Context: an optimization exercise on an open-source flow, tuned for small area, a short achievable clock period and few clock cycles per item. The choices shown serve that exercise and are no tape-out recipe. The RTL was checked by simulation tests, not by an equivalence proof against the original design.

==> inputs of run a <==
==> flow/design.v (excerpt) <==
module akelarre_core (
    input  wire         clk,
    input  wire         rst,
    input  wire         start,
    input  wire [1:0]   op,
    input  wire [3:0]   rounds,
    input  wire         rot_en,
    input  wire [1:0]   klen_m1,
    input  wire [127:0] key,
    input  wire [127:0] blk_in,
    output wire         ready,
    output reg          done,
    output wire [127:0] blk_out
);
==> flow/config.mk <==
export PLATFORM = sky130hd
export DESIGN_NAME = akelarre_core
export DESIGN_NICKNAME = akelarre_core
export VERILOG_FILES = /design/flow/design.v
export SDC_FILE = /design/flow/constraint.sdc
export NUM_CORES = 4
export LEC_CHECK = 0
export CAP_MARGIN = 20
export CORE_MARGIN = 2
export CORE_UTILIZATION = 55
export SLEW_MARGIN = 20
export SYNTH_MEMORY_MAX_BITS = 8192
==> flow/constraint.sdc <==
create_clock -name core_clock -period 13.0 [get_ports {clk}]
set_input_delay 2.6000 -clock core_clock [delete_from_list [all_inputs] [get_ports {clk}]]
set_output_delay 2.6000 -clock core_clock [all_outputs]
set_load 0.01 [all_outputs]
standard.sh (not shown) runs the stock make flow with config.mk's settings and CLKGATE_MAP_FILE= SYNTH_SCRIPT=/design/flow/synth_recipe.tcl, a recipe that flattens the netlist after the stock synthesis.
==> flow/flow/run.sh <==
#!/bin/bash
# The standard ORFS layout (the standard.sh: standard synthesis, floorplan,
# placement, CTS, routing, finish) with the design's SDC unchanged; only the
# setup repair steps aim for a larger slack margin, so that the layout is
# sized for a shorter achieved period.
set -euo pipefail
export SETUP_SLACK_MARGIN=8.0
bash standard.sh > standard.log 2>&1
==> inputs of run b, as changes to run a <==
--- a/flow/design.v
+++ b/flow/design.v
@@ -401,37 +401,14 @@
             if (y[1]) t = {t[28:0], t[30:29]};
             if (y[2]) t = {t[26:0], t[30:27]};
             if (y[3]) t = {t[22:0], t[30:23]};
             if (y[4]) t = {t[14:0], t[30:15]};
             rot31 = t;
         end
     endfunction
-    function [31:0] rot31m;
-        input [31:0] x;
-        input [4:0]  y;
-        input        odd;
-        reg   [31:0] t, n;
-        integer k, i, s, su, sl;
-        begin
-            t = x;
-            for (k = 0; k < 5; k = k + 1) begin
-                s = 1 << k;
-                for (i = 0; i < 32; i = i + 1) begin
-                    su = (i == 0) ? 0 : ((i - s >= 1) ? i - s : i - s + 31);
-                    sl = (i == 31) ? 31 : ((i - s >= 0) ? i - s : i - s + 31);
-                    if (su == sl)
-                        n[i] = y[k] ? t[su] : t[i];
-                    else
-                        n[i] = y[k] ? (odd ? t[sl] : t[su]) : t[i];
-                end
-                t = n;
-            end
-            rot31m = t;
-        end
-    endfunction
     function [127:0] rotb128;
         input [127:0] b;
         input [6:0]   n;
         reg   [127:0] t;
         begin
             t = b;
             if (n[0]) t = {t[126:0], t[127]};
@@ -2004,15 +1981,17 @@
     wire [31:0] wsum   = a0 + (dec ? ~kw : kw) + {31'd0, dec};
     wire [31:0] wh     = wadd ? wsum : (a0 ^ kw);
     wire        xen    = (rc != 4'd0);
     wire [127:0] rin   = xen ? {a0 ^ t1, a1 ^ w, a2 ^ t1, a3 ^ w} : {a0, a1, a2, a3};
     wire [6:0]  ramt   = cfg_rot ? (dec ? rk : zr[6:0]) : 7'd0;
     wire [127:0] rout  = rotb128(rin, ramt);
     wire [2:0]  wi_n  = (wi == 3'd5) ? 3'd0 : wi + 3'd1;
-    wire [31:0] wrot  = rot31m(w, ya, wi[0]);
+    wire [30:0] ring  = wi[0] ? w[30:0] : w[31:1];
+    wire [30:0] rr    = rot31(ring, ya);
+    wire [31:0] wrot  = wi[0] ? {w[31], rr} : {rr, w[0]};
     wire [31:0] wnext = wrot + zr;
     always @(posedge clk) begin
         if (rst) begin
             gmode  <= G_IDLE;
             zv     <= 1'b0;
             s1v    <= 1'b0;
             spec   <= 1'b0;
==> flow/config.mk (replaced) <==
export PLATFORM = sky130hd
export DESIGN_NAME = akelarre_core
export DESIGN_NICKNAME = akelarre_core
export VERILOG_FILES = /design/flow/design.v
export SDC_FILE = /design/flow/constraint.sdc
export NUM_CORES = 4
export LEC_CHECK = 0
export CAP_MARGIN = 20
export CORE_MARGIN = 2
export CORE_UTILIZATION = 65
export SLEW_MARGIN = 20
export SYNTH_MEMORY_MAX_BITS = 8192
==> impl_results.rst <==
.. list-table::
   :header-rows: 1

   * - Metric
     - Value
   * - Post-synth net total
     - 8944
   * - Total placed instance area
     - 0.0974 mm2
   * - Error that ended the run
     - [ERROR GRT-0116] Global routing finished with congestion. Check the congestion regions in the DRC Viewer.
   * - Die extent in x
     - 378 um
   * - Initial core utilization
     - 65.4%
   * - Stage at which the run stopped
     - 5_1_grt
   * - Die height
     - 378 um
   * - Cells taking the most area after synthesis
     - sky130_fd_sc_hd__edfxtp_1, sky130_fd_sc_hd__mux2i_1, sky130_fd_sc_hd__mux4_2
   * - First-pass GRT wire length
     - 808 mm
   * - Status
     - did not finish
   * - Placed instance count
     - 10193
That was run b.
==> impl_results.rst <==
.. list-table::
   :header-rows: 1

   * - Metric
     - Value
   * - Status
     - finished clean
   * - Met3 wire len
     - 42.2 mm
   * - Pins over their slew limit
     - 0
   * - Pre-CTS setup slack
     - 5.98 ns
   * - Post-synth net total
     - 8156
   * - Non-clock buffer total of the final layout
     - 667
   * - Initial core utilization
     - 55.2%
   * - Die height
     - 402 um
   * - Total placed instance area
     - 0.0934 mm2
   * - Die extent in x
     - 402 um
That was run a.
Testbench counts of run a, summed over its fixed seeds: cycles 65,468, items 640.
Testbench counts of run b, summed over its fixed seeds: cycles 65,468, items 640.

re-timing with driven ports:
The results above use ideal ports. As a check the final layout listed here was re-extracted and re-timed, cells and wires unchanged. Step 1: set_driving_cell puts a clkbuf_16 on clk and a buf_2 on each other input, an assumption about the parent block. Step 2 times the ports against the registers' clock, not the clock port: input delays grow and output delays shrink by t, the midpoint of the rising clock arrivals with the driver on. Three values: ideal ports, drivers, drivers and shift; two values: the first two.
run: run a
t, ns: 0.893
setup slack, ns: 7.865 / 7.865 / 7.126
slew at the worst register clock pin (ns): 0.08 / 0.08
After both steps run a still meets setup and hold. For run a, drivers alone change the setup slack by 0.000 ns; drivers and shift together by -0.739 ns.
